Context: an optimization exercise on an open-source flow, tuned for small area and a short achievable clock period. The choices shown serve that exercise and are no tape-out recipe.
The RTL was checked by simulation tests, not by an equivalence proof against the original design.
Power figures rest on the tool's default switching activity, not on a simulated workload.

Design pipe5_core, start of the top module:
module pipe5_core (
    input  wire        clk,
    input  wire        rst,
    output wire        imem_en,
    output wire [9:0]  imem_addr,
    input  wire [31:0] imem_data,
    output wire        dmem_req,
    output wire        dmem_we,
    output wire [19:0] dmem_addr,
    output wire [31:0] dmem_wdata,
    input  wire        dmem_ready,
    input  wire [31:0] dmem_rdata,
    output wire        retire,
    output wire        wb_we,
    output wire [3:0]  wb_rd,
    output wire [31:0] wb_data,
    output wire        halted
);
Size: roughly 4,500 cells after synthesis, about 170 I/O pins, about 0.050 mm² of cells after synthesis.
==> flow/config.mk <==
export PLATFORM = sky130hd
export DESIGN_NAME = pipe5_core
export DESIGN_NICKNAME = pipe5_core
export VERILOG_FILES = /design/flow/design.v
export SDC_FILE = /design/flow/constraint.sdc
export NUM_CORES = 4
export LEC_CHECK = 0
export CAP_MARGIN = 20
export CORE_MARGIN = 2
export CORE_UTILIZATION = 45
export CTS_BUF_LIST = sky130_fd_sc_hd__clkbuf_8
export CTS_CLUSTER_SIZE = 24
export PLACE_DENSITY = 0.65
export SETUP_SLACK_MARGIN = 5
export SLEW_MARGIN = 20
export SYNTH_HIERARCHICAL = 1
==> flow/constraint.sdc <==
create_clock -name core_clock -period 11.0 [get_ports {clk}]
set_input_delay 2.2000 -clock core_clock [delete_from_list [all_inputs] [get_ports {clk}]]
set_output_delay 2.2000 -clock core_clock [all_outputs]
set_load 0.01 [all_outputs]
standard.sh (not shown) runs the stock make flow with config.mk's settings and CLKGATE_MAP_FILE= SYNTH_SCRIPT=/design/flow/synth_recipe.tcl, a recipe that flattens the netlist after the stock synthesis.
==> flow/flow/run.sh <==
#!/bin/bash
# Layout: the standard flow with these changes:
# - after the standard synthesis, every combinational cell is set to the
#   smallest drive of its family (flow/downsize.py; the logic is unchanged,
#   flip-flops are untouched); timing repair later upsizes what needs it;
# - the input and output ports are buffered with sky130_fd_sc_hd__buf_2
#   cells instead of the clkdlybuf4s50_1 delay cells that buffer_ports picks
#   by default (every port still gets its own buffer);
# - timing repair aims for 6 ns of setup slack at the design's period
#   (config.mk's SETUP_SLACK_MARGIN stops at 5).
# The clock, its period and the I/O constraints are the standard flow's, unchanged.
# Logs: synth.log, downsize.log and standard.log here, and each ORFS step's
# log under orfs/logs.
set -euo pipefail
ARGS=("BUFFER_PORTS_ARGS=-buffer_cell sky130_fd_sc_hd__buf_2" SETUP_SLACK_MARGIN=6)
bash standard.sh "${ARGS[@]}" synth > synth.log 2>&1
R=$PWD/orfs/results/$FLOW_PLATFORM/pipe5_core/base
cp "$R/1_2_yosys.v" "$R/1_2_yosys.std.v"
python3 flow/downsize.py "$FLOW_HOME/platforms/$FLOW_PLATFORM/lib/sky130_fd_sc_hd__tt_025C_1v80.lib" "$R/1_2_yosys.v" > downsize.log 2>&1
rm -f "$R/1_synth.odb" "$R/1_synth.sdc"
bash standard.sh "${ARGS[@]}" finish > standard.log 2>&1
Other scripts of this flow, unchanged in this note and not shown: flow/flow/downsize.py
The baseline completed without violations.
Rerun with:
--- a/flow/design.v
+++ b/flow/design.v
@@ -75,28 +75,29 @@
     wire [31:0] op_a, op_b, op_d;
     genvar gb;
     generate
         for (gb = 0; gb < 32; gb = gb + 1) begin : rf_rd
             wire [14:0] col = {x[15][gb], x[14][gb], x[13][gb], x[12][gb], x[11][gb],
                                x[10][gb], x[9][gb], x[8][gb], x[7][gb], x[6][gb],
                                x[5][gb], x[4][gb], x[3][gb], x[2][gb], id_imm[gb]};
             rbit u_ra (.d(col), .s(sel_a[15:1]), .o(op_a[gb]));
             rbit u_rb (.d(col), .s(sel_b[15:1]), .o(op_b[gb]));
             rbit u_rd (.d(col), .s(sel_d[15:1]), .o(op_d[gb]));
         end
     endgenerate
-    wire        id_inv = id_op == OP_SUB;
+    wire        id_br  = id_op >= OP_BEQ && id_op <= OP_BGE;
+    wire        id_inv = id_op == OP_SUB || id_br;
     wire [31:0] id_sum = op_a + (op_b ^ {32{id_inv}}) + {31'd0, id_inv};
     wire        br_eq  = op_a == op_b;
-    wire        br_lt  = $signed(op_a) < $signed(op_b);
+    wire        br_lt  = (op_a[31] ^ op_b[31]) ? op_a[31] : id_sum[31];
     reg taken;
     always @(*) begin
         case (id_op)
             OP_BEQ:  taken = br_eq;
             OP_BNE:  taken = !br_eq;
             OP_BLT:  taken = br_lt;
             OP_BGT:  taken = !br_lt && !br_eq;
             OP_BLE:  taken = br_lt || br_eq;
             OP_BGE:  taken = !br_lt;
             OP_JAL:  taken = 1'b1;
             default: taken = 1'b0;
         endcase
@@ -1090,25 +1091,25 @@
                     ex_v <= 1'b0; ex_dest <= 4'd0;
                     ex_lw <= 1'b0; ex_sw <= 1'b0; ex_halt <= 1'b0;
                 end else begin
                     ex_v    <= id_v;
                     ex_dest <= id_dest_v;
                     ex_lw   <= id_v && id_op == OP_LW;
                     ex_sw   <= id_v && id_op == OP_SW;
                     ex_halt <= id_v && id_op == OP_HALT;
                     id_v    <= fetch_en;
                 end
             end
             if (fetch_en) begin
-                pc         <= redir_now ? op_d[9:0] : redir_pend ? redir_tgt_q : pc_inc;
+                pc         <= redir_valid ? redir_tgt : pc_inc;
                 redir_pend <= 1'b0;
             end else begin
                 redir_pend  <= redir_valid;
                 redir_tgt_q <= redir_tgt;
             end
             if (halt_now)
                 stop_fetch <= 1'b1;
             if (wb_halt)
                 halted_q <= 1'b1;
         end
     end
 endmodule
What happened:
- hold slack improved by 0.016 ns
- worst setup slack got worse by 0.38 ns
- cell count is lower slightly
- final area grows by a few percent
- combinational power goes down by a few percent
- wire length is lower slightly
- synthesized area is lower slightly
- register-to-register slack got worse by 0.38 ns
- clock power increases slightly
- synthesized cell count came out lower by a few percent
- first-iteration DRC count stays flat
- global-route usage is about the same
- die area drops slightly

==> static timing again, ports no longer ideal <==
In the flow no input, the clock included, has a driving cell. The finished layouts below were timed again as built, in two steps. Step 1: set_driving_cell puts a clkbuf_16 on clk and a buf_2 on each other input, an assumption about the parent block. Step 2, shift: input delay + t, output delay - t, t = (earliest + latest rising clock arrival at the registers) / 2. This alone moves slack from input paths to output paths. Slacks: ideal / step 1 / step 2; pairs: ideal / step 1.
| run | t, ns | setup slack, ns | worst data-port slew with drivers (ns) |
|---|---|---|---|
| the first run | 0.909 | 5.781 / 5.781 / 5.781 | 0.08 |
| the second run | 0.911 | 5.402 / 5.402 / 5.402 | 0.08 |
After both steps setup and hold are still met in every run listed.
